From an optimization exercise on the open Yosys and OpenROAD flow, aimed at small area; shortcuts taken in it are not production practice. Where RTL was checked, it was by simulation tests only, not by an equivalence proof against the original. Only the layout flow was run in runs 1 to 3; the RTL was not checked for function there. No run shown here takes its clock network from TritonCTS; it comes from the design's own scripts or RTL. The flow treats the clock pin as an ideal source. Dropping or thinning the clock tree relies on that and would not hold on a real chip. No activity file was given, so power comes from the tool's default toggle rates.

==> flow/design.v <==
module stepper_core (
    input  wire        clk,
    input  wire        rst,           
    input  wire [34:0] cfg,           
    input  wire        tick,          
    input  wire        cmd_valid,
    input  wire [35:0] cmd_word,      
    output wire        cmd_ready,
    output reg         done,
    output wire [31:0] done_result,
    output reg         write4,
    output wire [43:0] duty,          
    output wire [31:0] pin_id,
    output reg         cfg_out,
    output wire [7:0]  status         
);
    localparam [31:0] SPEED_RESET = 32'd1000;
    localparam [2:0] PH_IDLE = 3'b000;
    localparam [2:0] PH_EMIT = 3'b100;
    localparam [2:0] PH_WAIT = 3'b101;
    localparam [2:0] PH_H1   = 3'b001;    
    localparam [2:0] PH_H2   = 3'b010;
    localparam [2:0] PH_H3   = 3'b011;
    localparam [3:0] OP_STEP      = 4'h1;
    localparam [3:0] OP_SET_SPEED = 4'h2;
    localparam [3:0] OP_GET_SPEED = 4'h3;
    reg [31:0] pin_r;
    reg [2:0]  mode;
    reg [31:0] speed;
    reg        speed_bad;    
    reg [5:0]  pos;
    reg        valid;        
    reg [2:0]  phase;        
    reg [3:0]  rlo;
    reg [26:0] rhi;
    reg [4:0]  rph;          
    reg        rpend;        
    reg        rcy;          
    reg        dir;
    reg [31:0] tmr;
    wire cfg_err = mode[2] & (mode[1] | mode[0]);
    wire m_ge1 = mode[2] | mode[1] | mode[0];
    wire m_ge2 = mode[2] | mode[1];
    wire m_ge3 = mode[2] | (mode[1] & mode[0]);
    wire m_ge4 = mode[2];
    wire [4:0] stride = {~m_ge1, m_ge1 & ~m_ge2, m_ge2 & ~m_ge3, m_ge3 & ~m_ge4, m_ge4};
    localparam [175:0] TAB_H = {16'h0001, 16'h07FE, 16'h38FE, 16'h5B3E, 16'hC94E, 16'hAC16, 16'h05DA, 16'h7606, 16'h80A0, 16'h07FE, 16'h38FE};
    localparam [175:0] TAB_L = {16'h0000, 16'hFFC0, 16'hFE38, 16'hF9B4, 16'hE526, 16'hD06A, 16'hB740, 16'hC0DC, 16'h0A02, 16'hFFC0, 16'hFE38};
    wire [10:0] dh, dl;
    genvar gb;
    generate
        for (gb = 0; gb < 11; gb = gb + 1) begin : g_tab
            wire [15:0] th = TAB_H[16*gb +: 16];
            wire [15:0] tl = TAB_L[16*gb +: 16];
            assign dh[gb] = th[pos[3:0]];
            assign dl[gb] = tl[pos[3:0]];
        end
    endgenerate
    wire [3:0]  osel = {valid & (pos[5:4] == 2'd3), valid & (pos[5:4] == 2'd2),
                        valid & (pos[5:4] == 2'd1), valid & (pos[5:4] == 2'd0)};
    assign duty[10:0]  = ({11{osel[3]}} & dh) | ({11{osel[2]}} & dl);
    assign duty[21:11] = ({11{osel[2]}} & dh) | ({11{osel[1]}} & dl);
    assign duty[32:22] = ({11{osel[1]}} & dh) | ({11{osel[0]}} & dl);
    assign duty[43:33] = ({11{osel[0]}} & dh) | ({11{osel[3]}} & dl);
    assign pin_id = pin_r;
    wire [5:0] step_v = {1'b0, stride};
    wire [5:0] next_i = dir ? (pos - step_v) : (pos + step_v);
    wire sweep_end = pos[5] & pos[4] & (pos[3] | ~m_ge1) & (pos[2] | ~m_ge2) &
                     (pos[1] | ~m_ge3) & (pos[0] | ~m_ge4);
    wire tmr_zero = ~(|tmr[30:4]) & (~tmr[3] | m_ge4) & (~tmr[2] | m_ge3) &
                    (~tmr[1] | m_ge2) & (~tmr[0] | m_ge1);
    wire [4:0]  dec_bit = {m_ge4, m_ge3 & ~m_ge4, m_ge2 & ~m_ge3, m_ge1 & ~m_ge2, ~m_ge1};
    wire [30:0] tmr_bw;    
    assign tmr_bw[0] = tick & dec_bit[0];
    genvar gt;
    generate for (gt = 1; gt < 31; gt = gt + 1) begin : g_tb
        if (gt < 5) begin : g_lo
            assign tmr_bw[gt] = (tick & dec_bit[gt]) | (tmr_bw[gt-1] & ~tmr[gt-1]);
        end else begin : g_hi
            assign tmr_bw[gt] = tmr_bw[gt-1] & ~tmr[gt-1];
        end
    end endgenerate
    wire [30:0] tmr_dec = tmr[30:0] ^ tmr_bw;
    wire       rem_en  = waiting & tmr_zero & sweep_end;
    wire       rlo_wrap = rem_en & (rlo == {4{dir}});
    wire       rph0    = (rph == 5'b00001);
    wire       rph_end = (rph == 5'b10101);    
    wire       rcin    = rph0 ? rpend : rcy;
    wire       rout    = rhi[0] ^ rcin;
    wire       rterm   = dir ? (&rhi) : ~(|rhi);
    wire last_sweep = rterm & (rlo == {dir, dir, dir, 1'b1});
    wire [3:0]  op     = cmd_word[35:32];
    wire [31:0] arg    = cmd_word[31:0];
    wire        arg_zero = (arg == 32'd0);
    wire        idle   = (phase == PH_IDLE);
    wire        halted = ~phase[2] & (phase[1] | phase[0]);
    wire        emit   = phase[2] & ~phase[0];
    wire        waiting = phase[2] & phase[0];
    wire        accept = cmd_valid & idle;
    assign cmd_ready   = idle;
    assign done_result = tmr;
    assign status      = {2'b00, phase[1], phase[0] & ~phase[2], 1'b0, halted, cfg_err, phase[2]};
    always @(posedge clk) begin
        if (waiting & ~tmr_zero)
            tmr <= {1'b0, tmr_dec};
        else if (emit | (idle & (op == OP_GET_SPEED)))
            tmr <= speed;
        else
            tmr <= 32'd0;
        if (idle) dir <= arg[31];
        if (idle) begin
            rlo   <= arg[3:0];
            rhi   <= arg[30:4];
            rph   <= 5'b00001;
            rpend <= 1'b0;
        end else begin
            if (rem_en) rlo <= dir ? rlo + 4'd1 : rlo - 4'd1;
            rhi   <= {rout, rhi[26:1]};
            rph   <= rph_end ? 5'b00001 : {rph[3:0], rph[4] ^ rph[2]};
            rpend <= rlo_wrap | (rpend & ~rph0);
        end
        rcy  <= rcin & ~(rhi[0] ^ dir);
        if (rst) begin
            pin_r   <= cfg[31:0];
            mode    <= cfg[34:32];
            speed   <= SPEED_RESET;
            speed_bad <= 1'b0;
            pos     <= {2'b11, cfg[34] | cfg[33] | cfg[32], cfg[34] | cfg[33],
                        cfg[34] | (cfg[33] & cfg[32]), cfg[34]};
            valid   <= 1'b0;
            phase   <= PH_IDLE;
            done    <= 1'b0;
            write4  <= 1'b0;
            cfg_out <= 1'b1;
        end else begin
            done    <= 1'b0;
            write4  <= 1'b0;
            cfg_out <= 1'b0;
            case (phase)
                PH_IDLE: begin
                    if (accept) begin
                        case (op)
                            OP_STEP: begin
                                if (cfg_err) begin
                                    phase <= PH_H2;
                                end else if (arg_zero) begin
                                    done  <= 1'b1;
                                end else if (speed_bad) begin
                                    phase <= PH_H3;
                                end else begin
                                    phase <= PH_EMIT;
                                end
                            end
                            OP_SET_SPEED: begin
                                speed <= arg;
                                speed_bad <= arg[31] | arg_zero;
                                done  <= 1'b1;
                            end
                            OP_GET_SPEED: begin
                                done  <= 1'b1;
                            end
                            default: begin
                                phase <= PH_H1;
                            end
                        endcase
                    end
                end
                PH_EMIT: begin
                    valid  <= 1'b1;
                    write4 <= 1'b1;
                    pos    <= next_i;
                    phase  <= PH_WAIT;
                end
                PH_WAIT: begin
                    if (tmr_zero) begin
                        if (sweep_end & last_sweep) begin
                            phase <= PH_IDLE;
                            done  <= 1'b1;
                        end else begin
                            phase <= PH_EMIT;
                        end
                    end
                end
                default: ;  
            endcase
        end
    end
endmodule
==> flow/flow/run.sh <==
#!/bin/bash
set -o pipefail
export BUFFER_PORTS_ARGS="-buffer_cell sky130_fd_sc_hd__buf_1"
export MY_CLK_CAP=1.0
export PRE_CTS_TCL="$(pwd)/flow/clock_tree.tcl"
bash standard.sh > standard.log 2>&1
==> flow/flow/clock_tree.tcl <==
# Replaces TritonCTS with a two-level clock tree: the flip-flops are split
# into balanced k-means clusters, each driven by one leaf clock buffer at
# its centre; the leaf buffers are split the same way among a few root
# buffers, which the clock port drives directly.
set nleaf [expr {[info exists ::env(MY_CLK_LEAVES)] ? $::env(MY_CLK_LEAVES) : 8}]
set leafm [expr {[info exists ::env(MY_CLK_LEAF_BUF)] ? $::env(MY_CLK_LEAF_BUF) : "sky130_fd_sc_hd__clkbuf_8"}]
set rootm [expr {[info exists ::env(MY_CLK_ROOT_BUF)] ? $::env(MY_CLK_ROOT_BUF) : "sky130_fd_sc_hd__clkbuf_8"}]
set block [ord::get_db_block]
set db [ord::get_db]
# a cluster may take this many times its even share of sinks
set ::capf [expr {[info exists ::env(MY_CLK_CAP)] ? $::env(MY_CLK_CAP) : 1.3}]

# points: list of {key x y}; returns list of {cx cy members}
proc kmeans {points ncl} {
  set n [llength $points]
  # initial centres: the points split into two strips along x (one if
  # there are few clusters), each strip split evenly along y
  set nstrip [expr {$ncl >= 4 ? 2 : 1}]
  set sorted [lsort -real -index 1 $points]
  set cx {}; set cy {}
  set k 0
  for {set st 0} {$st < $nstrip} {incr st} {
    set strip [lsort -real -index 2 [lrange $sorted [expr {$st * $n / $nstrip}] [expr {($st + 1) * $n / $nstrip - 1}]]]
    set ns [llength $strip]
    set kc [expr {($ncl * ($st + 1)) / $nstrip - ($ncl * $st) / $nstrip}]
    for {set j 0} {$j < $kc} {incr j} {
      set p [lindex $strip [expr {int(($j + 0.5) * $ns / $kc)}]]
      lappend cx [lindex $p 1]; lappend cy [lindex $p 2]
    }
  }
  set cap [expr {int(ceil($::capf * $n / $ncl))}]
  for {set iter 0} {$iter < 60} {incr iter} {
    set cand {}
    foreach s $points {
      for {set k 0} {$k < $ncl} {incr k} {
        set dx [expr {[lindex $s 1] - [lindex $cx $k]}]
        set dy [expr {[lindex $s 2] - [lindex $cy $k]}]
        lappend cand [list [expr {$dx * $dx + $dy * $dy}] [lindex $s 0] $k [lindex $s 1] [lindex $s 2]]
      }
    }
    set cand [lsort -real -index 0 $cand]
    array unset asg
    for {set k 0} {$k < $ncl} {incr k} { set cnt($k) 0; set sx($k) 0.0; set sy($k) 0.0; set mem($k) {} }
    foreach c $cand {
      set key [lindex $c 1]; set k [lindex $c 2]
      if {[info exists asg($key)] || $cnt($k) >= $cap} continue
      set asg($key) $k
      incr cnt($k)
      set sx($k) [expr {$sx($k) + [lindex $c 3]}]
      set sy($k) [expr {$sy($k) + [lindex $c 4]}]
      lappend mem($k) $key
    }
    set ncx {}; set ncy {}
    for {set k 0} {$k < $ncl} {incr k} {
      if {$cnt($k) > 0} {
        lappend ncx [expr {$sx($k) / $cnt($k)}]; lappend ncy [expr {$sy($k) / $cnt($k)}]
      } else { lappend ncx [lindex $cx $k]; lappend ncy [lindex $cy $k] }
    }
    set cx $ncx; set cy $ncy
  }
  set out {}
  for {set k 0} {$k < $ncl} {incr k} { lappend out [list [lindex $cx $k] [lindex $cy $k] $mem($k)] }
  return $out
}

proc add_buf {name master x y in_net} {
  set block [ord::get_db_block]
  set inst [odb::dbInst_create $block $master $name]
  set net [odb::dbNet_create $block "${name}_net"]
  $net setSigType CLOCK
  $inst setLocation [expr {int($x - [$master getWidth] / 2)}] [expr {int($y - [$master getHeight] / 2)}]
  $inst setPlacementStatus PLACED
  [$inst findITerm A] connect $in_net
  [$inst findITerm X] connect $net
  return $net
}

set clk_net [$block findNet clk]
$clk_net setSigType CLOCK
set sinks {}
foreach it [$clk_net getITerms] {
  set bb [[$it getInst] getBBox]
  lappend sinks [list $it [expr {([$bb xMin] + [$bb xMax]) / 2.0}] [expr {([$bb yMin] + [$bb yMax]) / 2.0}]]
}
puts "my_cts: [llength $sinks] sinks, $nleaf leaves of $leafm"
set leaves [kmeans $sinks $nleaf]
set nroot [expr {[info exists ::env(MY_CLK_ROOTS)] ? $::env(MY_CLK_ROOTS) : ($nleaf + 3) / 4}]
set lpts {}
for {set k 0} {$k < $nleaf} {incr k} {
  set l [lindex $leaves $k]
  lappend lpts [list $k [lindex $l 0] [lindex $l 1]]
}
set roots [kmeans $lpts $nroot]
set rmaster [$db findMaster $rootm]
set lmaster [$db findMaster $leafm]
set r 0
foreach root $roots {
  set mem [lindex $root 2]
  # the root sits at the centroid of its leaves
  set x 0.0; set y 0.0
  foreach k $mem { set x [expr {$x + [lindex $lpts $k 1]}]; set y [expr {$y + [lindex $lpts $k 2]}] }
  set x [expr {$x / [llength $mem]}]; set y [expr {$y / [llength $mem]}]
  set rnet [add_buf "clkbuf_root_$r" $rmaster $x $y $clk_net]
  foreach k $mem {
    set l [lindex $leaves $k]
    set lnet [add_buf "clkbuf_leaf_$k" $lmaster [lindex $l 0] [lindex $l 1] $rnet]
    foreach it [lindex $l 2] { $it disconnect; $it connect $lnet }
    puts "my_cts: root $r leaf $k: [llength [lindex $l 2]] sinks"
  }
  incr r
}
# TritonCTS is not run
rename clock_tree_synthesis {}
proc clock_tree_synthesis {args} { puts "my_cts: clock_tree_synthesis $args skipped" }
==> flow/standard.sh <==
#!/bin/bash
# synth_recipe.tcl (not shown) runs the flow's synth.tcl, then flattens the netlist and writes it again
# the make line also repeats each setting of config.mk as NAME=value (left out here)
make -C /OpenROAD-flow-scripts/flow DESIGN_CONFIG=/design/flow/config.mk WORK_HOME=/design/flow/orfs CLKGATE_MAP_FILE= SYNTH_SCRIPT=/design/flow/synth_recipe.tcl "${@:-finish}"
==> flow/config.mk <==
export PLATFORM = sky130hd
export DESIGN_NAME = stepper_core
export DESIGN_NICKNAME = stepper_core
export VERILOG_FILES = /design/flow/design.v
export SDC_FILE = /design/flow/constraint.sdc
export NUM_CORES = 4
export LEC_CHECK = 0
export CAP_MARGIN = 0
export CORE_AREA = 2.3 2.72 103.96 119.68
export DIE_AREA = 0 0 106.26 122.4
export SLEW_MARGIN = 0
==> flow/constraint.sdc <==
create_clock -name core_clock -period 20.0 [get_ports {clk}]
set_input_delay 4.0000 -clock core_clock [delete_from_list [all_inputs] [get_ports {clk}]]
set_output_delay 4.0000 -clock core_clock [all_outputs]
set_load 0.01 [all_outputs]
==> out/qor.yml, run 1 <==
status: "timing/DRC/antenna clean"
slowest_delay_ns: 0.22
crit_path_frequent_cell: "ha_1"
worst_r2r_startpoint: "mode[2]"
routedWlPerCell_microns: 15.55
antenna_cells: 0
die_area_sq_um: 13010
cts_hold_buffers: 0
synth_warnings: 1
reg2reg_depth: 39
skew_ns: 0.02618
async_reset_ff_share_pct: 0
setup_viol_count_final: 0
path_class: "input pin to flop"
worstHoldPathCells: 1
dr.pass1.iters: 5
synth_seq_cells: 152
required_ns: 20.20
final_cell_mix: "nand2_1, buf_1, dfxtp_1, a21oi_1, o21ai_0"
grt_pass1_vias: 5902
highest_layer: "met4"
min_from: "rph[0]"
path_buf_inv: 1
synth_edf_count: 44
globalRoute.totalOverflow: 0
rsz0062_at_grt: "false"
leakage_nw: 2.904
tns_ns: 0
path_clk_slew_ns: 0.11
post_synth.cell_area_avg_sq_um: 8.735
worstPathMaxFanout: 5
io_pins: 195
final_common_cell: "nand2_1"
start_kind: "input pin"
grt_pass1_wl_microns: 27350
relSlewSlack_pct: 18.14
first_iter_violations: 324
fin_nets: 1079
place.gp.congestion: 0.8892
io_buffers: 191
drv_cap: 0
powerDensity_nw_per_um2: 74.47
place_area_sq_um: 7742
grt_start_max_net_pins: 90
seq_area_frac_synth_pct: 49.11
power.total_mw: 0.5868
wl_met3_microns: 965
yosysTopAreaCell: "dfxtp_1"
wl_met2_microns: 9043
antenna_found_initial: 0
avgViaCountPerCell: 5.621
layout_worst_path_cycle_share_pct: 52.73
grt.total_usage_pct: 25.45
min_to: "rph[1]"
fp-row-count: 43
wl_met1_microns: 6907
yosysTopAreaCellShare_pct: 30.48
final_hold_viol_count: 0
initial_core_util_pct: 59.65
crit_slowest_cell: "a31o_2"
synth-main-ff-cell: "dfxtp_1"
syn_area_sq_um: 7093
die_w_microns: 106.3
cts_resized: 0
irDropWorstVdd_v: 0.00005487
dp_hpwl_microns: 13170
synth.top_cells.by_area: "dfxtp_1, edfxtp_1, nand2_1"
via_count: 6267
clock_latency_ns: 0.34
core-area_sq_um: 11890
drv_slew: 0
wl_microns: 17340
tightest_slew_ns: 1.224
post-cts-setup-buffer-count: 0
hold_class: "flop to flop"
r2r-end: "tmr[30]"
netlist_instances: 812
synth.distinct_cells: 57
die_y_microns: 122.4
arrival_ns: 10.74
reg2reg_slack_ns: 12.53
fmax_ghz: 0.09483
drcViolationCount: 0
ant_nets: 0
endpoint_kind: "flop"
area_delta_synth_final_pct: 11.10
final_area_sq_um: 7880
period_needed_ns: 10.55
finish.utilization_pct: 66.27
drive_gt1_share_pct: 2.296
cp_top_family: "adder cells"
-- worst reg2reg max path, delay by kind of cell, from the launching register on --
kind / cells / cell delay [ns]
adders and majority gates: 30 / 5.49
AOI/OAI and AO/OA: 5 / 0.88
DFF: 1 / 0.57
and+or+nand+nor: 3 / 0.30
xor gates and xnor gates: 1 / 0.12
-- cells in the mapped netlist (5+ instances only) --
cell type and number:
a21oi_1 51, a31oi_1 8, and3_1 5, buf_4 15, clkbuf_1 35, dfxtp_1 108
edfxtp_1 44, ha_1 42, inv_1 40, mux2i_1 5, nand2_1 197, nand2b_1 12
nand3_1 8, nand3b_1 10, nand4_1 11, nor2_1 37, nor2b_1 6, nor3_1 10
nor4_1 23, o21ai_0 49, o22ai_1 29, xor2_1 5
-- registers in the layout (all words and copies together), names as in the netlist, 3 cells and up --
register  cells
rlo           4
speed        32
rph           5
rhi          27
mode          3
phase         3
pos           6
tmr          32
pin_r        32
-- routing by layer --
metal / vias up / global-route usage, %
li1: 3086 / -
met1: 2933 / 31.60
met2: 209 / 48.16
met3: 39 / 1.593
met4: 0 / 6.250
met5: - / 0
-- layout make-up --
class | count | area, sq um
fill | 1051 | 4010
sequential | 152 | 3483
multi-input combinational | 560 | 3168
timing repair buffer | 193 | 733.2
tap | 157 | 196.4
inverter | 43 | 161.4
buffer | 10 | 137.6
-- power breakdown --
part | switching [mW] | total, mW | internal [mW]
combinational | 0.0612 | 0.0992 | 0.0379
sequential | 0.0174 | 0.354 | 0.337
clock | 0.0875 | 0.133 | 0.0460
total | 0.166 | 0.587 | 0.421
-- cells by family after synthesis --
group / share of synthesized area, %
and+or+nand+nor: 21.49
muxes: 0.7056
xor gates and xnor gates: 0.9879
buffers and inverters: 6.368
DFF: 49.11
adders and majority gates: 7.973
AOI/OAI and AO/OA: 13.32
other: 0.05287
-- worst max-delay path by stage --
| stage | slack (ns) | to | cells past startpoint | start |
|---|---|---|---|---|
| floorplan | 9.73 | tmr[30] | 38 | tick |
| global placement | 9.28 | tmr[30] | 39 | tick |
| finish | 9.45 | tmr[30] | 39 | tick |
| detailed placement | 9.07 | tmr[30] | 39 | tick |
| global route | 9.15 | tmr[30] | 39 | tick |
| CTS | 9.09 | tmr[30] | 39 | tick |
-- metrics by stage --
| step | hold WS (ns) | std cells | worst slack, ns |
|---|---|---|---|
| 2_1_floorplan | 0.4231 | 814 | 9.728 |
| 3_5_place_dp | 0.4416 | 1105 | 9.075 |
| 5_1_grt | 0.4803 | 1115 | 9.146 |
| 4_1_cts | 0.4441 | 1115 | 9.085 |
| 3_3_place_gp | 0.4363 | 1105 | 9.283 |
| 6_report | 0.4599 | 1115 | 9.455 |
==> inputs of run 2 (changes only) <==
--- a/flow/design.v
+++ b/flow/design.v
@@ -8,7 +8,7 @@
     output wire        cmd_ready,
     output reg         done,
     output wire [31:0] done_result,
-    output reg         write4,
+    output wire        write4,
     output wire [43:0] duty,          
     output wire [31:0] pin_id,
     output reg         cfg_out,
@@ -18,6 +18,7 @@
     localparam [2:0] PH_IDLE = 3'b000;
     localparam [2:0] PH_EMIT = 3'b100;
     localparam [2:0] PH_WAIT = 3'b101;
+    localparam [2:0] PH_W1   = 3'b111;    
     localparam [2:0] PH_H1   = 3'b001;    
     localparam [2:0] PH_H2   = 3'b010;
     localparam [2:0] PH_H3   = 3'b011;
@@ -99,7 +100,8 @@
     wire        accept = cmd_valid & idle;
     assign cmd_ready   = idle;
     assign done_result = tmr;
-    assign status      = {2'b00, phase[1], phase[0] & ~phase[2], 1'b0, halted, cfg_err, phase[2]};
+    assign write4      = phase[2] & phase[1];
+    assign status      = {2'b00, phase[1] & ~phase[2], phase[0] & ~phase[2], 1'b0, halted, cfg_err, phase[2]};
     always @(posedge clk) begin
         if (waiting & ~tmr_zero)
             tmr <= {1'b0, tmr_dec};
@@ -130,11 +132,9 @@
             valid   <= 1'b0;
             phase   <= PH_IDLE;
             done    <= 1'b0;
-            write4  <= 1'b0;
             cfg_out <= 1'b1;
         end else begin
             done    <= 1'b0;
-            write4  <= 1'b0;
             cfg_out <= 1'b0;
             case (phase)
                 PH_IDLE: begin
@@ -167,11 +167,10 @@
                 end
                 PH_EMIT: begin
                     valid  <= 1'b1;
-                    write4 <= 1'b1;
                     pos    <= next_i;
-                    phase  <= PH_WAIT;
+                    phase  <= PH_W1;
                 end
-                PH_WAIT: begin
+                PH_WAIT, PH_W1: begin
                     if (tmr_zero) begin
                         if (sweep_end & last_sweep) begin
                             phase <= PH_IDLE;
@@ -179,6 +178,8 @@
                         end else begin
                             phase <= PH_EMIT;
                         end
+                    end else begin
+                        phase <= PH_WAIT;
                     end
                 end
                 default: ;  
==> flow/flow/run.sh (replaced) <==
#!/bin/bash
set -o pipefail
export BUFFER_PORTS_ARGS="-buffer_cell sky130_fd_sc_hd__buf_1"
export MY_CLK_CAP=1.0 MY_CLK_BIG_HPWL=60
export PRE_CTS_TCL="$(pwd)/flow/clock_tree.tcl"
bash standard.sh > standard.log 2>&1
--- a/flow/flow/clock_tree.tcl
+++ b/flow/flow/clock_tree.tcl
@@ -93,6 +93,8 @@
 set roots [kmeans $lpts $nroot]
 set rmaster [$db findMaster $rootm]
 set lmaster [$db findMaster $leafm]
+set bmaster [$db findMaster [expr {[info exists ::env(MY_CLK_BIG_BUF)] ? $::env(MY_CLK_BIG_BUF) : "sky130_fd_sc_hd__clkbuf_16"}]]
+set bighpwl [expr {[info exists ::env(MY_CLK_BIG_HPWL)] ? $::env(MY_CLK_BIG_HPWL) : 75}]
 set r 0
 foreach root $roots {
   set mem [lindex $root 2]
@@ -103,7 +105,18 @@
   set rnet [add_buf "clkbuf_root_$r" $rmaster $x $y $clk_net]
   foreach k $mem {
     set l [lindex $leaves $k]
-    set lnet [add_buf "clkbuf_leaf_$k" $lmaster [lindex $l 0] [lindex $l 1] $rnet]
+    # a spread-out cluster gets a stronger buffer
+    set xs {}; set ys {}
+    foreach it [lindex $l 2] {
+      set bb [[$it getInst] getBBox]
+      lappend xs [$bb xMin]; lappend ys [$bb yMin]
+    }
+    set xs [lsort -integer $xs]; set ys [lsort -integer $ys]
+    set hpwl [expr {([lindex $xs end] - [lindex $xs 0] + [lindex $ys end] - [lindex $ys 0]) / 1000.0}]
+    set m $lmaster
+    if {$hpwl > $bighpwl} { set m $bmaster }
+    set lnet [add_buf "clkbuf_leaf_$k" $m [lindex $l 0] [lindex $l 1] $rnet]
+    puts "my_cts: leaf $k spans $hpwl um, [$m getName]"
     foreach it [lindex $l 2] { $it disconnect; $it connect $lnet }
     puts "my_cts: root $r leaf $k: [llength [lindex $l 2]] sinks"
   }
==> run 2 against run 1 <==
Still clean on timing, DRC and antenna; cell count is essentially flat; sequential cell count fell by 1; critical path type unchanged; worst hold slack worse by 0.013 ns; power up 8.3%; maximum frequency is 1.2% lower; clock power rose by 22%; critical path depth is 1 lower; sequential share of layout area fell by 0.76 points; core utilization grew 0.78 points; sequential power grew 2%; cell area up 1.2%.
==> out/qor.yml, run 2 <==
dr.pass1.iters: 4  # -1
drcViolationCount: 0  # unchanged
worstPathMaxFanout: 5  # unchanged
irDropWorstVdd_v: 0.00006187  # +13%
status: "timing/DRC/antenna clean"
fin_ws_ns: 9.323  # -0.1321 ns
synth_edf_count: 44  # unchanged
antenna_cells: 0  # unchanged
clock_power_share_pct: 25.6  # +2.9 points
cts_resized: 0  # unchanged
synth.distinct_cells: 56  # -1.8%
required_ns: 20.21  # about the same
leakage_nw: 2.914  # +0.35%
path_clk_slew_ns: 0.10  # about the same
path_class: "input pin to flop"
min_from: "rhi[21]"
power.total_mw: 0.6356  # +8.3%
core-area_sq_um: 11890  # unchanged
synth-main-ff-cell: "dfxtp_1"
switchingPower_mw: 0.1813  # +9.1%
routedWlPerCell_microns: 15.84  # +1.8%
grt.total_usage_pct: 26.42  # +0.98 points
yosysTopAreaCell: "dfxtp_1"
async_reset_ff_share_pct: 0  # unchanged
final_common_cell: "nand2_1"
pwr-share-comb_pct: 17.8  # +0.9 points
drv_slew: 0  # unchanged
globalRoute.totalOverflow: 0  # unchanged
crit_slowest_cell: "a31o_2"
synth.top_cells.by_area: "dfxtp_1, edfxtp_1, nand2_1"
slowest_delay_ns: 0.23  # about the same
preCtsSetupSlack_ns: 9.004  # -0.07025 ns
post_synth.cell_area_avg_sq_um: 8.797  # +0.71%
worst_r2r_startpoint: "mode[2]"
via_count: 6293  # +0.41%
period_needed_ns: 10.68  # +0.1321 ns
grt_pass1_vias: 5968  # +1.1%
tightest_slew_ns: 1.071  # -0.1530 ns
final_hold_viol_count: 0  # unchanged
skew_ns: 0.02218  # -0.004002 ns
die_area_sq_um: 13010  # unchanged
endpoint_kind: "flop"
powerDensity_nw_per_um2: 79.72  # +7.1%
antenna_found_initial: 0  # unchanged
internal_power_mw: 0.4543  # +8.0%
wl_microns: 17680  # +1.9%
place.gp.congestion: 0.8983  # +1.0%
hold_class: "flop to flop"
syn_area_sq_um: 7117  # +0.34%
die_y_microns: 122.4  # unchanged
seq_area_frac_synth_pct: 48.66  # -0.45 points
ant_nets: 0  # unchanged
netlist_instances: 809  # -0.37%
arrival_ns: 10.89  # +0.15 ns
avgViaCountPerCell: 5.639  # +0.32%
io_pins: 195  # unchanged
area_delta_synth_final_pct: 12.03
synth_warnings: 1  # unchanged
drv_cap: 0  # unchanged
startpoint: "tick"
sw_frac_of_total_pct: 28.53  # +0.21 points
setup_viol_count_final: 0  # unchanged
tns_ns: 0  # unchanged
post-cts-setup-buffer-count: 0  # unchanged
initial_core_util_pct: 59.85  # +0.20 points
top_regs: "pin_r (32), speed (32), tmr (32)"
fin_nets: 1080  # +0.093%
die_w_microns: 106.3  # unchanged
io_buffers: 191  # unchanged
drive_gt1_share_pct: 2.920  # +0.62 points
fmax_ghz: 0.09366  # -1.2%
start_kind: "input pin"
yosysTopAreaCellShare_pct: 30.10  # -0.38 points
rsz0062_at_grt: "false"
synth_seq_cells: 151  # -0.66%
layout_worst_path_cycle_share_pct: 53.39  # +0.66 points
synth_most_common_cell: "nand2_1"
dp_hpwl_microns: 13460  # +2.2%
clock_latency_ns: 0.34  # about the same
first_iter_violations: 388  # +20%
final_cell_mix: "nand2_1, buf_1, dfxtp_1, o21ai_0, a21oi_1"
power_frac_seq_pct: 56.6  # -3.7 points
grt_start_max_net_pins: 86  # -4.4%
crit_path_frequent_cell: "ha_1"
cts_hold_buffers: 0  # unchanged
synth_commonest_cells: "nand2_1, dfxtp_1, o21ai_0"
relSlewSlack_pct: 28.59  # +10 points
fp-row-count: 43  # unchanged
grt_pass1_wl_microns: 28260  # +3.3%
[run 2: cell count changes after synthesis, moves of 4 or more]
cell | previous run | this run
clkbuf_1 | 35 | 31
nor3_1 | 10 | 6
o21ai_0 | 49 | 55
nand2b_1 | 12 | 7
nor2_1 | 37 | 33
[run 2: kinds of logic after synthesis]
| logic type | Yosys count | share of synthesized area [%] |
|---|---|---|
| and+or+nand+nor | 329 | 21.15 |
| AOI/OAI and AO/OA | 168 | 13.73 |
| DFF | 151 | 48.66 |
| buffers and inverters | 102 | 6.663 |
| adders and majority gates | 44 | 7.947 |
| xor gates and xnor gates | 10 | 1.231 |
| muxes | 4 | 0.5626 |
| other | 1 | 0.05269 |
[run 2: stage by stage]
stage / utilization (%) / std cells / hold WS [ns] / area (sq um)
after CTS: 67.05 / 1116 / 0.4489 / 7973
after floorplan: - / 811 / 0.4231 / 7124
after global placement: 65.33 / 1106 / 0.4323 / 7767
after global routing: 67.05 / 1116 / 0.4563 / 7973
after detailed placement: 65.33 / 1106 / 0.4475 / 7767
final: 67.05 / 1116 / 0.4472 / 7973
[run 2: final timing paths]
check | end | slack, ns | depth (start not counted)
hold reg to reg | rhi[20] | 0.45 | 2
setup reg to reg | tmr[30] | 12.40 | 38
hold / removal | rhi[20] | 0.45 | 2
setup / recovery | tmr[30] | 9.32 | 38
[run 2: worst max-delay path, delay by kind of cell]
kind | cells | cell delay (ns)
simple gates | 1 | 0.20
buf+inv | 1 | 0.13
compound gates | 5 | 0.90
fa+ha+maj | 30 | 5.54
xor+xnor | 1 | 0.13
[run 2: area by class of cell]
class / count / area [sq um]
tap: 157 / 196.4
sequential: 151 / 3463
timing repair buffer: 196 / 755.7
inverter: 44 / 165.2
buffer: 10 / 205.2
multi-input combinational: 558 / 3187
fill: 1037 / 3918
[run 2: power by group through the flow]
stage / Sequential (mW) / Combinational (mW) / Clock [mW]
floorplan: 0.360 / 0.0837 / 0
global placement: 0.365 / 0.108 / 0
detailed placement: 0.366 / 0.112 / 0
CTS: 0.367 / 0.113 / 0.126
global route: 0.363 / 0.130 / 0.178
finish: 0.360 / 0.113 / 0.162
[run 2: layer usage]
layer  wire length (microns)  track usage (%)
met5                       0                0
met4                     488            7.648
met3                    1075            3.452
met2                    9316            50.84
met1                    6795            30.46
==> inputs of run 3 (changes only) <==
==> flow/flow/run.sh (replaced) <==
#!/bin/bash
set -o pipefail
export BUFFER_PORTS_ARGS="-buffer_cell sky130_fd_sc_hd__buf_1"
export MY_CLK_CAP=1.0 MY_CLK_BIG_HPWL=75
export PRE_CTS_TCL="$(pwd)/flow/clock_tree.tcl"
bash standard.sh > standard.log 2>&1
==> run 3 against run 2 <==
Area after synthesis stayed put; power down 2.4%; critical path depth unchanged; die area stayed put; core utilization is 0.28 points lower; sequential cell count unchanged; routed wire length shrank 0.29%; clock power fell by 9%; maximum frequency about the same; global-route usage decreased by 0.063 points; cell area decreased by 0.42%; worst hold slack worse by 0.0099 ns.
==> out/qor.yml, run 3 <==
place_area_sq_um: 7767  # unchanged
die_y_microns: 122.4  # unchanged
final_cell_mix: "nand2_1, buf_1, dfxtp_1, o21ai_0, a21oi_1"
switchingPower_mw: 0.1792  # -1.2%
io_buffers: 191  # unchanged
pwr-share-comb_pct: 18.3  # +0.5 points
drcViolationCount: 0  # unchanged
arrival_ns: 10.89  # about the same
drv_slew: 0  # unchanged
dp.cells: 1106  # unchanged
synth_most_common_cell: "nand2_1"
synth_edf_count: 44  # unchanged
sw_frac_of_total_pct: 28.88  # +0.35 points
drive_gt1_share_pct: 2.920  # unchanged
rsz0062_at_grt: "false"
powerDensity_nw_per_um2: 78.15  # -2.0%
dr.pass1.iters: 4  # unchanged
die_area_sq_um: 13010  # unchanged
tightest_slew_ns: 1.086  # +0.01521 ns
slowest_delay_ns: 0.23  # about the same
antenna_found_initial: 0  # unchanged
cts_hold_buffers: 0  # unchanged
stdcell_count: 1116  # unchanged
async_reset_ff_share_pct: 0  # unchanged
clock_power_share_pct: 23.8  # -1.8 points
die_w_microns: 106.3  # unchanged
core-area_sq_um: 11890  # unchanged
hold_class: "flop to flop"
io_pins: 195  # unchanged
path_class: "input pin to flop"
drv_cap: 0  # unchanged
internal_power_mw: 0.4413  # -2.9%
initial_core_util_pct: 59.85  # unchanged
setup_viol_count_final: 0  # unchanged
post_synth.cell_area_avg_sq_um: 8.797  # unchanged
grt_start_max_net_pins: 86  # unchanged
layout_worst_path_cycle_share_pct: 53.38  # about the same
globalRoute.totalOverflow: 0  # unchanged
fmax_ghz: 0.09367  # about the same
antenna_cells: 0  # unchanged
path_clk_slew_ns: 0.11  # about the same
crit_path_frequent_cell: "ha_1"
yosysTopAreaCellShare_pct: 30.10  # unchanged
wl_microns: 17620  # -0.29%
final_common_cell: "nand2_1"
required_ns: 20.21  # about the same
top_regs: "pin_r (32), speed (32), tmr (32)"
seq_area_frac_synth_pct: 48.66  # unchanged
start_kind: "input pin"
dp_hpwl_microns: 13460  # unchanged
avgViaCountPerCell: 5.594  # -0.79%
worstPathMaxFanout: 5  # unchanged
via_count: 6243  # -0.79%
grt_pass1_vias: 5941  # -0.45%
yosysTopAreaCell: "dfxtp_1"
synth_warnings: 1  # unchanged
tns_ns: 0  # unchanged
power_frac_seq_pct: 58.0  # +1.4 points
fp-row-count: 43  # unchanged
crit_slowest_cell: "a31o_2"
area_delta_synth_final_pct: 11.55
leakage_nw: 2.899  # -0.53%
period_needed_ns: 10.68  # -0.001640 ns
synth_seq_cells: 151  # unchanged
relSlewSlack_pct: 27.58  # -1.0 points
syn_area_sq_um: 7117  # unchanged
place.gp.congestion: 0.8983  # unchanged
endpoint_kind: "flop"
irDropWorstVdd_v: 0.00006201  # +0.23%
status: "timing/DRC/antenna clean"
skew_ns: 0.03153  # +0.009345 ns
clock_latency_ns: 0.34  # about the same
synth.distinct_cells: 56  # unchanged
cts_resized: 0  # unchanged
synth-main-ff-cell: "dfxtp_1"
netlist_instances: 809  # unchanged
final_hold_viol_count: 0  # unchanged
routedWlPerCell_microns: 15.79  # -0.29%
fin_nets: 1080  # unchanged
grt.total_usage_pct: 26.36  # -0.063 points
post-cts-setup-buffer-count: 0  # unchanged
grt_pass1_wl_microns: 28210  # -0.17%
ant_nets: 0  # unchanged
final_area_sq_um: 7939  # -0.42%
first_iter_violations: 396  # +2.1%
synth_commonest_cells: "nand2_1, dfxtp_1, o21ai_0"
synth.top_cells.by_area: "dfxtp_1, edfxtp_1, nand2_1"
[run 3: cell counts after synthesis]
Identical to the previous run, type by type.
[run 3: kinds of logic (layout without fill, tap and decap cells)]
group | after synthesis | count (layout) | share of synthesized area, %
DFF | 151 | 151 | 48.66
other | 1 | 3 | 0.05269
xor gates and xnor gates | 10 | 10 | 1.231
AOI/OAI and AO/OA | 168 | 168 | 13.73
muxes | 4 | 4 | 0.5626
adders and majority gates | 44 | 44 | 7.947
and+or+nand+nor | 329 | 329 | 21.15
buffers and inverters | 102 | 250 | 6.663
[run 3: area by class of cell]
class                   instances  area, sq um
repair buffers                196        755.7
multi-input cells             558         3187
well taps                     157        196.4
plain buffers                  10        171.4
flip-flops and latches        151         3463
fillers                      1055         3951
inverters                      44        165.2
[run 3: final timing paths]
check             startpoint       to  slack [ns]  cells past startpoint
setup / recovery        tick  tmr[30]        9.32                     38
hold / removal       rhi[10]   rhi[9]        0.44                      2
setup reg to reg     mode[2]  tmr[30]       12.40                     38
hold reg to reg      rhi[10]   rhi[9]        0.44                      2
[run 3: worst max-delay path: cells and delay by family]
kind	cells	cell delay, ns
buffers and inverters	1	0.13
AOI/OAI and AO/OA	5	0.90
and+or+nand+nor	1	0.20
adders and majority gates	30	5.53
xor gates and xnor gates	1	0.13
[run 3: power groups by stage]
stage | combinational (mW) | sequential, mW | clock, mW
floorplan | 0.0837 | 0.360 | 0
global placement | 0.108 | 0.365 | 0
detailed placement | 0.112 | 0.366 | 0
CTS | 0.113 | 0.367 | 0.111
global route | 0.130 | 0.363 | 0.163
finish | 0.113 | 0.360 | 0.148
[run 3: metrics by stage]
| stage | power [mW] | util [%] | hold slack [ns] | setup WS [ns] |
|---|---|---|---|---|
| after floorplan | 0.4434 | - | 0.4231 | 9.661 |
| final | 0.6205 | 66.77 | 0.4373 | 9.324 |
| after detailed placement | 0.4788 | 65.33 | 0.4475 | 9.004 |
| after global routing | 0.6561 | 66.77 | 0.4564 | 9.063 |
| after CTS | 0.5913 | 66.77 | 0.4489 | 8.987 |
| after global placement | 0.4729 | 65.33 | 0.4323 | 9.246 |
[run 3: routing by layer]
metal  vias up  track usage [%]  share of wire, %
met3        41            3.611               5.9
met5         -                0                 0
met1      2923            30.61                39
met4         0            7.566               2.8
li1       3081                -                 -
met2       198            50.36                52
==> inputs of run 4 (changes only) <==
--- a/flow/design.v
+++ b/flow/design.v
@@ -11,7 +11,7 @@
     output wire        write4,
     output wire [43:0] duty,          
     output wire [31:0] pin_id,
-    output reg         cfg_out,
+    output wire        cfg_out,
     output wire [7:0]  status         
 );
     localparam [31:0] SPEED_RESET = 32'd1000;
@@ -99,6 +99,7 @@
     wire        waiting = phase[2] & phase[0];
     wire        accept = cmd_valid & idle;
     assign cmd_ready   = idle;
+    assign cfg_out     = (rph == 5'b00000);
     assign done_result = tmr;
     assign write4      = phase[2] & phase[1];
     assign status      = {2'b00, phase[1] & ~phase[2], phase[0] & ~phase[2], 1'b0, halted, cfg_err, phase[2]};
@@ -110,15 +111,20 @@
         else
             tmr <= 32'd0;
         if (idle) dir <= arg[31];
+        if (rst) begin
+            rph   <= 5'b00000;
+        end else if (idle) begin
+            rph   <= 5'b00001;
+        end else begin
+            rph   <= rph_end ? 5'b00001 : {rph[3:0], rph[4] ^ rph[2]};
+        end
         if (idle) begin
             rlo   <= arg[3:0];
             rhi   <= arg[30:4];
-            rph   <= 5'b00001;
             rpend <= 1'b0;
         end else begin
             if (rem_en) rlo <= dir ? rlo + 4'd1 : rlo - 4'd1;
             rhi   <= {rout, rhi[26:1]};
-            rph   <= rph_end ? 5'b00001 : {rph[3:0], rph[4] ^ rph[2]};
             rpend <= rlo_wrap | (rpend & ~rph0);
         end
         rcy  <= rcin & ~(rhi[0] ^ dir);
@@ -132,10 +138,8 @@
             valid   <= 1'b0;
             phase   <= PH_IDLE;
             done    <= 1'b0;
-            cfg_out <= 1'b1;
         end else begin
             done    <= 1'b0;
-            cfg_out <= 1'b0;
             case (phase)
                 PH_IDLE: begin
                     if (accept) begin
==> flow/flow/run.sh (replaced) <==
#!/bin/bash
set -o pipefail
export BUFFER_PORTS_ARGS="-buffer_cell sky130_fd_sc_hd__buf_1"
export MY_CLK_BIG_HPWL=70
export PRE_CTS_TCL="$(pwd)/flow/clock_tree.tcl"
bash standard.sh > standard.log 2>&1
==> flow/flow/clock_tree.tcl (replaced) <==
# Clock tree for this design, in place of TritonCTS (which is then skipped).
# The flip-flops are split by recursive bisection at the median along the
# longer side into MY_CLK_ROOTS groups, and each group into leaf clusters, to
# MY_CLK_LEAVES clusters of equal size. Each leaf cluster gets one leaf clock
# buffer at its centre (a stronger one if it is spread out); each group gets
# one root buffer at the centre of its leaf buffers, fed by the clock port.
# Every flip-flop is thus two buffers from the clock port.
set nleaf [expr {[info exists ::env(MY_CLK_LEAVES)] ? $::env(MY_CLK_LEAVES) : 8}]
set nroot [expr {[info exists ::env(MY_CLK_ROOTS)] ? $::env(MY_CLK_ROOTS) : 2}]
set leafm [expr {[info exists ::env(MY_CLK_LEAF_BUF)] ? $::env(MY_CLK_LEAF_BUF) : "sky130_fd_sc_hd__clkbuf_8"}]
set bigm [expr {[info exists ::env(MY_CLK_BIG_BUF)] ? $::env(MY_CLK_BIG_BUF) : "sky130_fd_sc_hd__clkbuf_16"}]
set bighpwl [expr {[info exists ::env(MY_CLK_BIG_HPWL)] ? $::env(MY_CLK_BIG_HPWL) : 75}]
set rootm [expr {[info exists ::env(MY_CLK_ROOT_BUF)] ? $::env(MY_CLK_ROOT_BUF) : "sky130_fd_sc_hd__clkbuf_8"}]
set block [ord::get_db_block]
set db [ord::get_db]

# points: list of {key x y}; returns k lists of points
proc bisect {points k} {
  if {$k <= 1} { return [list $points] }
  set xs [lsort -real -index 1 $points]
  set ys [lsort -real -index 2 $points]
  set w [expr {[lindex $xs end 1] - [lindex $xs 0 1]}]
  set h [expr {[lindex $ys end 2] - [lindex $ys 0 2]}]
  set sorted [expr {$w >= $h ? $xs : $ys}]
  set k1 [expr {$k / 2}]
  set n1 [expr {int(round(double([llength $points]) * $k1 / $k))}]
  return [concat [bisect [lrange $sorted 0 [expr {$n1 - 1}]] $k1] \
                 [bisect [lrange $sorted $n1 end] [expr {$k - $k1}]]]
}

proc centre {points} {
  set x 0.0; set y 0.0
  foreach p $points { set x [expr {$x + [lindex $p 1]}]; set y [expr {$y + [lindex $p 2]}] }
  set n [llength $points]
  return [list [expr {$x / $n}] [expr {$y / $n}]]
}

proc span {points} {
  set xs [lsort -real -index 1 $points]
  set ys [lsort -real -index 2 $points]
  return [expr {([lindex $xs end 1] - [lindex $xs 0 1] + [lindex $ys end 2] - [lindex $ys 0 2]) / 1000.0}]
}

proc add_buf {name master xy in_net} {
  set block [ord::get_db_block]
  set inst [odb::dbInst_create $block $master $name]
  set net [odb::dbNet_create $block "${name}_net"]
  $net setSigType CLOCK
  $inst setLocation [expr {int([lindex $xy 0] - [$master getWidth] / 2)}] \
                    [expr {int([lindex $xy 1] - [$master getHeight] / 2)}]
  $inst setPlacementStatus PLACED
  [$inst findITerm A] connect $in_net
  [$inst findITerm X] connect $net
  return $net
}

set clk_net [$block findNet clk]
$clk_net setSigType CLOCK
set sinks {}
foreach it [$clk_net getITerms] {
  set bb [[$it getInst] getBBox]
  lappend sinks [list $it [expr {([$bb xMin] + [$bb xMax]) / 2.0}] [expr {([$bb yMin] + [$bb yMax]) / 2.0}]]
}
puts "my_cts: [llength $sinks] sinks, $nroot roots, $nleaf leaves"
set leaf 0
set r 0
foreach group [bisect $sinks $nroot] {
  set clusters [bisect $group [expr {$nleaf / $nroot}]]
  set lcs {}
  foreach c $clusters { lappend lcs [concat [list x] [centre $c]] }
  set rnet [add_buf "clkbuf_root_$r" [$db findMaster $rootm] [centre $lcs] $clk_net]
  foreach c $clusters {
    set sp [span $c]
    set m [expr {$sp > $bighpwl ? $bigm : $leafm}]
    set lnet [add_buf "clkbuf_leaf_$leaf" [$db findMaster $m] [centre $c] $rnet]
    foreach p $c { set it [lindex $p 0]; $it disconnect; $it connect $lnet }
    puts "my_cts: root $r leaf $leaf: [llength $c] sinks spanning $sp um, $m"
    incr leaf
  }
  incr r
}
rename clock_tree_synthesis {}
proc clock_tree_synthesis {args} { puts "my_cts: clock_tree_synthesis $args skipped" }
==> run 4 against run 3 <==
Largest power group unchanged; critical path type unchanged; highest routed layer unchanged; cell count is 0.45% lower; setup slack better by 0.024 ns; critical path depth stayed put; first-iteration DRC count is 18% lower; power is 2.2% lower; combinational power hardly changed; global-route usage is 1.1 points lower; sequential cell count is 1 lower; clock skew is 0.0015 ns lower; routed wire length is 1.9% lower; still clean; core utilization is 0.85 points lower; clock power is 5% lower.
==> out/qor.yml, run 4 <==
fin_nets: 1075  # -0.46%
place_area_sq_um: 7677  # -1.2%
finish.utilization_pct: 65.92  # -0.85 points
netlist_instances: 804  # -0.62%
start_kind: "input pin"
synth-main-ff-cell: "dfxtp_1"
final_area_sq_um: 7838  # -1.3%
synth.top_cells.by_area: "dfxtp_1, edfxtp_1, nand2_1"
sw_frac_of_total_pct: 28.70  # -0.18 points
synth_most_common_cell: "nand2_1"
yosysTopAreaCellShare_pct: 30.28  # +0.18 points
synth.distinct_cells: 53  # -5.4%
period_needed_ns: 10.65  # -0.02381 ns
required_ns: 20.18  # -0.03 ns
dp.cells: 1101  # -0.45%
arrival_ns: 10.83  # -0.06 ns
drcViolationCount: 0  # unchanged
crit_slowest_cell: "a31o_2"
synth_commonest_cells: "nand2_1, dfxtp_1, a21oi_1"
core-area_sq_um: 11890  # unchanged
status: "timing/DRC/antenna clean"
area_delta_synth_final_pct: 11.84
synth_edf_count: 44  # unchanged
drv_cap: 0  # unchanged
seq_area_frac_synth_pct: 49.13  # +0.47 points
path_clk_slew_ns: 0.11  # about the same
antenna_cells: 0  # unchanged
clock_latency_ns: 0.34  # about the same
die_w_microns: 106.3  # unchanged
wl_microns: 17290  # -1.9%
die_y_microns: 122.4  # unchanged
ant_nets: 0  # unchanged
io_buffers: 191  # unchanged
routedWlPerCell_microns: 15.56  # -1.4%
worstPathMaxFanout: 5  # unchanged
endpoint_kind: "flop"
cts_resized: 0  # unchanged
grt_pass1_vias: 5832  # -1.8%
power_frac_seq_pct: 58.6  # +0.6 points
avgViaCountPerCell: 5.653  # +1.1%
fp-row-count: 43  # unchanged
die_area_sq_um: 13010  # unchanged
syn_area_sq_um: 7008  # -1.5%
dr.pass1.iters: 5  # +1
relSlewSlack_pct: 21.53  # -6.0 points
synth_seq_cells: 150  # -0.66%
first_iter_violations: 323  # -18%
skew_ns: 0.02998  # -0.001549 ns
rsz0062_at_grt: "false"
slowest_delay_ns: 0.22  # about the same
crit_path_frequent_cell: "ha_1"
setup_viol_count_final: 0  # unchanged
tns_ns: 0  # unchanged
post_synth.cell_area_avg_sq_um: 8.716  # -0.92%
globalRoute.totalOverflow: 0  # unchanged
place.gp.congestion: 0.9120  # +1.5%
grt_start_max_net_pins: 63  # -27%
final_cell_mix: "nand2_1, buf_1, dfxtp_1, a21oi_1"
pwr-share-comb_pct: 18.3  # about the same
stdcell_count: 1111  # -0.45%
final_common_cell: "nand2_1"
tightest_slew_ns: 1.176  # +0.08936 ns
clock_power_share_pct: 23.1  # -0.7 points
drive_gt1_share_pct: 3.145  # +0.22 points
irDropWorstVdd_v: 0.00005790  # -6.6%
fmax_ghz: 0.09388  # +0.22%
switchingPower_mw: 0.1743  # -2.8%
dp_hpwl_microns: 13140  # -2.4%
internal_power_mw: 0.4328  # -1.9%
leakage_nw: 2.911  # +0.43%
path_class: "input pin to flop"
powerDensity_nw_per_um2: 77.46  # -0.89%
via_count: 6281  # +0.61%
hold_class: "flop to flop"
async_reset_ff_share_pct: 0  # unchanged
grt_pass1_wl_microns: 27030  # -4.2%
antenna_found_initial: 0  # unchanged
drv_slew: 0  # unchanged
top_regs: "pin_r (32), speed (32), tmr (32)"
cts_hold_buffers: 0  # unchanged
layout_worst_path_cycle_share_pct: 53.26  # -0.12 points
synth_warnings: 1  # unchanged
yosysTopAreaCell: "dfxtp_1"
post-cts-setup-buffer-count: 0  # unchanged
initial_core_util_pct: 58.94  # -0.92 points
final_hold_viol_count: 0  # unchanged
io_pins: 195  # unchanged
grt.total_usage_pct: 25.28  # -1.1 points
## run 4: changes by cell type in the layout (fill, tap and decap cells not counted), moves of 5 or more
| cell | before | now |
|---|---|---|
| a21oi_1 | 51 | 60 |
| inv_1 | 42 | 49 |
| and3_1 | 2 | 8 |
| o21ai_0 | 55 | 49 |
| nand2b_1 | 7 | 2 |
| nand3b_1 | 9 | 4 |
## run 4: layer usage
layer	share of wire (%)	vias to the layer above	GRT usage [%]
met5	0	-	0
met4	2.7	0	7.155
met3	4.9	39	2.337
met2	53	199	48.76
met1	39	2985	29.72
li1	-	3058	-
## run 4: power groups by stage
| stage | sequential (mW) | combinational (mW) | clock, mW |
|---|---|---|---|
| after floorplan | 0.357 | 0.0818 | 0 |
| after global placement | 0.361 | 0.107 | 0 |
| after detailed placement | 0.362 | 0.111 | 0 |
| after CTS | 0.363 | 0.112 | 0.106 |
| after global routing | 0.359 | 0.127 | 0.154 |
| final | 0.356 | 0.111 | 0.140 |
## run 4: metrics by stage
step	hold WS, ns	total power, mW	setup WS (ns)
after floorplan	0.4249	0.4384	9.669
after global routing	0.4760	0.6408	9.051
after CTS	0.4420	0.5805	8.964
after detailed placement	0.4420	0.4732	8.977
after global placement	0.4369	0.4681	9.256
final	0.4559	0.6071	9.348
## run 4: cell families (layout without fill, tap and decap cells)
family	Yosys count	in the layout	share of synthesized area, %
XOR/XNOR	9	9	1.125
buffers and inverters	106	254	6.713
adder cells (fa/ha/maj)	44	44	8.070
other	1	3	0.05351
flip-flops	150	150	49.13
multiplexers	4	4	0.5892
AND/OR/NAND/NOR	322	322	20.69
AO/OA/AOI/OAI	168	168	13.62
## run 4: worst paths after layout
| path | start | endpoint | slack, ns | depth (start not counted) |
|---|---|---|---|---|
| worst max register to register | mode[2] | tmr[30] | 12.39 | 38 |
| worst max-delay path | tick | tmr[30] | 9.35 | 38 |
| worst min-delay path | speed[31] | speed[31] | 0.46 | 2 |
| worst min register to register | speed[31] | speed[31] | 0.46 | 2 |
## run 4: worst max-delay path, delay by kind of cell
kind / cells / cell delay, ns
fa+ha+maj: 30 / 5.48
buf+inv: 1 / 0.13
xor+xnor: 1 / 0.13
simple gates: 1 / 0.19
compound gates: 5 / 0.87
## run 4: layout make-up
type	instances	area (sq um)
well taps	157	196.4
repair buffers	194	740.7
fillers	1107	4053
inverters	50	187.7
multi-input cells	550	3109
flip-flops and latches	150	3443
plain buffers	10	160.2
==> inputs of run 5 (changes only) <==
==> flow/flow/run.sh (replaced) <==
#!/bin/bash
set -o pipefail
export BUFFER_PORTS_ARGS="-buffer_cell sky130_fd_sc_hd__buf_1"
export MY_CLK_BIG_HPWL=1000
export PRE_CTS_TCL="$(pwd)/flow/clock_tree.tcl"
bash standard.sh > standard.log 2>&1
==> run 5 against run 4 <==
Clock skew shrank 0.0023 ns; largest power group unchanged; synthesized cell count is the same; maximum frequency is essentially flat; sequential cell count is the same; still clean on timing, DRC and antenna.
==> out/qor.yml, run 5 <==
status: "timing/DRC/antenna clean"
netlist_instances: 804  # unchanged
synth_edf_count: 44  # unchanged
crit_slowest_cell: "a31o_2"
fill_cells: 1110  # +0.27%
core-area_sq_um: 11890  # unchanged
path_clk_slew_ns: 0.11  # about the same
area_delta_synth_final_pct: 11.52
grt_pass1_wl_microns: 27050  # about the same
tightest_slew_ns: 1.171  # -0.004999 ns
via_count: 6301  # +0.32%
drv_cap: 0  # unchanged
layout_worst_path_cycle_share_pct: 53.30  # about the same
whs_ns: 0.4611  # +0.005163 ns
clock_latency_ns: 0.34  # about the same
final_cell_mix: "nand2_1, buf_1, dfxtp_1, a21oi_1"
die_w_microns: 106.3  # unchanged
endpoint_kind: "flop"
yosysTopAreaCell: "dfxtp_1"
slowest_delay_ns: 0.22  # about the same
skew_ns: 0.02770  # -0.002279 ns
synth_warnings: 1  # unchanged
tns_ns: 0  # unchanged
wl_microns: 17260  # -0.15%
grt_start_max_net_pins: 63  # unchanged
synth_most_common_cell: "nand2_1"
antenna_cells: 0  # unchanged
first_iter_violations: 318  # -1.5%
leakage_nw: 2.901  # -0.35%
synth_seq_cells: 150  # unchanged
grt.total_usage_pct: 25.30  # about the same
power_frac_seq_pct: 59.5  # +0.9 points
fin_nets: 1075  # unchanged
fmax_ghz: 0.09380  # about the same
async_reset_ff_share_pct: 0  # unchanged
synth.top_cells.by_area: "dfxtp_1, edfxtp_1, nand2_1"
ant_nets: 0  # unchanged
sw_frac_of_total_pct: 29.06  # +0.35 points
io_buffers: 191  # unchanged
final_area_sq_um: 7815  # -0.29%
clock_power_share_pct: 21.9  # -1.2 points
synth-main-ff-cell: "dfxtp_1"
die_y_microns: 122.4  # unchanged
avgViaCountPerCell: 5.671  # +0.32%
antenna_found_initial: 0  # unchanged
drcViolationCount: 0  # unchanged
seq_area_frac_synth_pct: 49.13  # unchanged
crit_path_frequent_cell: "ha_1"
dr.pass1.iters: 5  # unchanged
fin_ws_ns: 9.339  # -0.009240 ns
place.gp.congestion: 0.9120  # unchanged
drive_gt1_share_pct: 3.145  # unchanged
powerDensity_nw_per_um2: 76.51  # -1.2%
synth.distinct_cells: 53  # unchanged
cts_resized: 0  # unchanged
routedWlPerCell_microns: 15.54  # -0.15%
setup_viol_count_final: 0  # unchanged
internal_power_mw: 0.4242  # -2.0%
period_needed_ns: 10.66  # +0.009240 ns
io_pins: 195  # unchanged
syn_area_sq_um: 7008  # unchanged
initial_core_util_pct: 58.94  # unchanged
relSlewSlack_pct: 21.87  # +0.33 points
globalRoute.totalOverflow: 0  # unchanged
rsz0062_at_grt: "false"
synth_commonest_cells: "nand2_1, dfxtp_1, a21oi_1"
switchingPower_mw: 0.1738  # -0.29%
worstPathMaxFanout: 5  # unchanged
fp-row-count: 43  # unchanged
grt_pass1_vias: 5839  # +0.12%
post_synth.cell_area_avg_sq_um: 8.716  # unchanged
preCtsSetupSlack_ns: 8.977  # unchanged
arrival_ns: 10.84  # about the same
pwr-share-comb_pct: 18.6  # +0.3 points
start_kind: "input pin"
post-cts-setup-buffer-count: 0  # unchanged
final_common_cell: "nand2_1"
hold_class: "flop to flop"
irDropWorstVdd_v: 0.00005783  # -0.12%
drv_slew: 0  # unchanged
die_area_sq_um: 13010  # unchanged
yosysTopAreaCellShare_pct: 30.28  # unchanged
required_ns: 20.18  # about the same
cts_hold_buffers: 0  # unchanged
top_regs: "pin_r (32), speed (32), tmr (32)"
final_hold_viol_count: 0  # unchanged
place_area_sq_um: 7677  # unchanged
dp_hpwl_microns: 13140  # unchanged
path_class: "input pin to flop"
## run 5: cell counts after synthesis
No cell type changed its count.
## run 5: kinds of logic (layout without fill, tap and decap cells)
logic type / Yosys count / after routing / synth area share, %
flip-flops: 150 / 150 / 49.13
other: 1 / 3 / 0.05351
XOR/XNOR: 9 / 9 / 1.125
buffers and inverters: 106 / 254 / 6.713
AND/OR/NAND/NOR: 322 / 322 / 20.69
adder cells (fa/ha/maj): 44 / 44 / 8.070
multiplexers: 4 / 4 / 0.5892
AO/OA/AOI/OAI: 168 / 168 / 13.62
## run 5: power groups by stage
| stage | Clock (mW) | Combinational (mW) | Sequential [mW] |
|---|---|---|---|
| global route | 0.145 | 0.127 | 0.359 |
| detailed placement | 0 | 0.111 | 0.362 |
| global placement | 0 | 0.107 | 0.361 |
| finish | 0.131 | 0.111 | 0.356 |
| floorplan | 0 | 0.0818 | 0.357 |
| CTS | 0.0962 | 0.112 | 0.363 |
## run 5: worst max-delay path: cells and delay by family
kind,cells,cell delay [ns]
and+or+nand+nor,1,0.20
buffers and inverters,1,0.14
xor gates and xnor gates,1,0.13
adders and majority gates,30,5.49
AOI/OAI and AO/OA,5,0.87
## run 5: metal layers
| layer | track usage (%) | routed length, microns | up-vias |
|---|---|---|---|
| li1 | - | - | 3062 |
| met1 | 29.79 | 6753 | 3004 |
| met2 | 48.60 | 9149 | 195 |
| met3 | 2.390 | 858 | 40 |
| met4 | 7.401 | 503 | 0 |
| met5 | 0 | 0 | - |
## run 5: worst paths after layout
check                           startpoint   endpoint  slack (ns)  cells after the start
worst max-delay path                  tick    tmr[30]        9.34                     38
worst min-delay path             speed[24]  speed[24]        0.46                      2
worst max register to register     mode[2]    tmr[30]       12.39                     38
worst min register to register   speed[24]  speed[24]        0.46                      2
## run 5: through the flow
step           power [mW]  instances  utilization, %
2_1_floorplan      0.4384        806               -
3_3_place_gp       0.4681       1101           64.57
3_5_place_dp       0.4732       1101           64.57
4_1_cts            0.5705       1111           65.73
5_1_grt            0.6313       1111           65.73
6_report           0.5979       1111           65.73
## run 5: layout make-up
type | count | area [sq um] | share of cell area [%]
plain buffers | 10 | 137.6 | 1.761
inverters | 50 | 187.7 | 2.402
multi-input cells | 550 | 3109 | 39.79
flip-flops and latches | 150 | 3443 | 44.06
well taps | 157 | 196.4 | 2.514
repair buffers | 194 | 740.7 | 9.478
==> inputs of run 6 (changes only) <==
==> flow/flow/run.sh (replaced) <==
#!/bin/bash
# The standard layout (standard.sh: standard synthesis, floorplan, place,
# route, finish), with two changes:
#  - the port buffers are the smallest buffer, buf_1;
#  - the clock tree is built by flow/clock_tree.tcl (two levels of clock
#    buffers over balanced clusters of flip-flops) in place of TritonCTS.
# ORFS's own output goes to standard.log in this folder.
set -o pipefail
export BUFFER_PORTS_ARGS="-buffer_cell sky130_fd_sc_hd__buf_1"
export MY_CLK_LEAVES=8 MY_CLK_ROOTS=2 MY_CLK_BIG_HPWL=70
export PRE_CTS_TCL="$(pwd)/flow/clock_tree.tcl"
bash standard.sh > standard.log 2>&1
==> run 6 against run 5 <==
Critical endpoint unchanged; clock skew grew 0.0023 ns; first-iteration DRC count grew 1.6%; clock power grew 7%; power grew 1.5%; setup slack gained 0.0092 ns; register-to-register slack is essentially flat; cell area grew 0.29%; synthesized cell count is the same; worst hold slack lost 0.0052 ns; highest routed layer unchanged; sequential cell count is the same; critical path depth is the same; combinational power is essentially flat.
==> out/qor.yml, run 6 <==
final_cell_mix: "nand2_1, buf_1, dfxtp_1, a21oi_1"
post-cts-setup-buffer-count: 0  # unchanged
fmax_ghz: 0.09388  # about the same
synth-main-ff-cell: "dfxtp_1"
arrival_ns: 10.83  # about the same
routedWlPerCell_microns: 15.56  # +0.15%
ant_nets: 0  # unchanged
syn_area_sq_um: 7008  # unchanged
synth_most_common_cell: "nand2_1"
crit_slowest_cell: "a31o_2"
drcViolationCount: 0  # unchanged
cts_resized: 0  # unchanged
skew_ns: 0.02998  # +0.002279 ns
first_iter_violations: 323  # +1.6%
die_y_microns: 122.4  # unchanged
period_needed_ns: 10.65  # -0.009240 ns
cts_hold_buffers: 0  # unchanged
wl_microns: 17290  # +0.15%
start_kind: "input pin"
grt.total_usage_pct: 25.28  # about the same
avgViaCountPerCell: 5.653  # -0.32%
yosysTopAreaCellShare_pct: 30.28  # unchanged
synth_warnings: 1  # unchanged
power.total_mw: 0.6071  # +1.5%
globalRoute.totalOverflow: 0  # unchanged
synth_seq_cells: 150  # unchanged
place.gp.congestion: 0.9120  # unchanged
reg2reg_depth: 38  # unchanged
whs_ns: 0.4559  # -0.005163 ns
hold_class: "flop to flop"
initial_core_util_pct: 58.94  # unchanged
required_ns: 20.18  # about the same
worstHoldPathCells: 2  # unchanged
io_buffers: 191  # unchanged
synth_commonest_cells: "nand2_1, dfxtp_1, a21oi_1"
relSlewSlack_pct: 21.53  # -0.33 points
die_w_microns: 106.3  # unchanged
clock_latency_ns: 0.34  # about the same
synth.distinct_cells: 53  # unchanged
top_regs: "pin_r (32), speed (32), tmr (32)"
core-area_sq_um: 11890  # unchanged
grt_start_max_net_pins: 63  # unchanged
via_count: 6281  # -0.32%
path_class: "input pin to flop"
io_pins: 195  # unchanged
worstPathMaxFanout: 5  # unchanged
grt_pass1_vias: 5832  # -0.12%
final_hold_viol_count: 0  # unchanged
netlist_instances: 804  # unchanged
grt_pass1_wl_microns: 27030  # about the same
fin_nets: 1075  # unchanged
crit_path_frequent_cell: "ha_1"
antenna_cells: 0  # unchanged
tightest_slew_ns: 1.176  # +0.004999 ns
async_reset_ff_share_pct: 0  # unchanged
dr.pass1.iters: 5  # unchanged
drv_slew: 0  # unchanged
area_delta_synth_final_pct: 11.84
synth_edf_count: 44  # unchanged
dp_hpwl_microns: 13140  # unchanged
yosysTopAreaCell: "dfxtp_1"
synth.top_cells.by_area: "dfxtp_1, edfxtp_1, nand2_1"
fin_ws_ns: 9.348  # +0.009240 ns
final_common_cell: "nand2_1"
fp-row-count: 43  # unchanged
slowest_delay_ns: 0.22  # about the same
tns_ns: 0  # unchanged
seq_area_frac_synth_pct: 49.13  # unchanged
path_clk_slew_ns: 0.11  # about the same
drive_gt1_share_pct: 3.145  # unchanged
endpoint_kind: "flop"
powerDensity_nw_per_um2: 77.46  # +1.2%
leakage_nw: 2.911  # +0.35%
drv_cap: 0  # unchanged
layout_worst_path_cycle_share_pct: 53.26  # about the same
preCtsSetupSlack_ns: 8.977  # unchanged
die_area_sq_um: 13010  # unchanged
irDropWorstVdd_v: 0.00005790  # +0.12%
antenna_found_initial: 0  # unchanged
rsz0062_at_grt: "false"
post_synth.cell_area_avg_sq_um: 8.716  # unchanged
setup_viol_count_final: 0  # unchanged
status: "timing/DRC/antenna clean"
[run 6: area by class of cell]
class                           instances  area (sq um)
Inverter                               50         187.7
Tap cell                              157         196.4
Timing Repair Buffer                  194         740.7
Fill cell                            1107          4053
Buffer                                 10         160.2
Multi-Input combinational cell        550          3109
Sequential cell                       150          3443
[run 6: kinds of logic after synthesis]
| group | count (synthesis) | synth area share (%) |
|---|---|---|
| compound gates | 168 | 13.62 |
| xor+xnor | 9 | 1.125 |
| fa+ha+maj | 44 | 8.070 |
| buf+inv | 106 | 6.713 |
| flops | 150 | 49.13 |
| mux | 4 | 0.5892 |
| other cells | 1 | 0.05351 |
| simple gates | 322 | 20.69 |
[run 6: path summary, 6_finish.rpt]
check | start | endpoint | slack [ns]
setup reg to reg | mode[2] | tmr[30] | 12.39
hold reg to reg | speed[31] | speed[31] | 0.46
setup / recovery | tick | tmr[30] | 9.35
hold / removal | speed[31] | speed[31] | 0.46
[run 6: worst max-delay path: cells and delay by family]
family                   cells  cell delay, ns
AND/OR/NAND/NOR              1            0.19
AO/OA/AOI/OAI                5            0.87
buffers and inverters        1            0.13
XOR/XNOR                     1            0.13
adder cells (fa/ha/maj)     30            5.48
[run 6: metrics by stage]
stage,area [sq um],instances,util (%)
floorplan,7015,806,-
detailed placement,7677,1101,64.57
global placement,7677,1101,64.57
global route,7838,1111,65.92
finish,7838,1111,65.92
CTS,7838,1111,65.92
[run 6: power breakdown]
| part | switching (mW) | internal, mW |
|---|---|---|
| Clock | 0.0855 | 0.0546 |
| Combinational | 0.0685 | 0.0427 |
| Sequential | 0.0202 | 0.336 |
| Total | 0.174 | 0.433 |
[run 6: layer usage]
layer  wire [microns]  vias up  GRT usage [%]  share of wire [%]
met4              471        0          7.155                2.7
li1                 -     3058              -                  -
met3              852       39          2.337                4.9
met1             6776     2985          29.72                 39
met2             9189      199          48.76                 53
met5                0        -              0                  0

[static timing again, ports no longer ideal]
How much do the figures lean on ideal ports? The routed layouts below were timed once more, with nothing changed but the port constraints. Step 1 assumes that a clkbuf_16 drives the clock port and a buf_2 every other input. Step 2, shift: input delay + t, output delay - t, t = (earliest + latest rising clock arrival at the registers) / 2. This alone moves slack from input paths to output paths. a / b / c = ideal / step 1 / step 2; a / b = the first two.
| run | t (ns) | setup WS [ns] | pins driven straight from the clock port |
|---|---|---|---|
| run 1 | 0.374 | 9.455 / 9.471 / 9.096 | 2 |
| run 2 | 0.380 | 9.323 / 9.328 / 8.948 | 2 |
| run 3 | 0.372 | 9.324 / 9.326 / 8.954 | 2 |
| run 4 | 0.373 | 9.348 / 9.353 / 8.980 | 2 |
| run 5 | 0.372 | 9.339 / 9.344 / 8.972 | 2 |
| run 6 | 0.373 | 9.348 / 9.353 / 8.980 | 2 |
After both steps setup and hold are still met in every run listed. For run 2, which loses most, drivers alone change the setup slack by +0.005 ns; drivers and shift together by -0.375 ns.
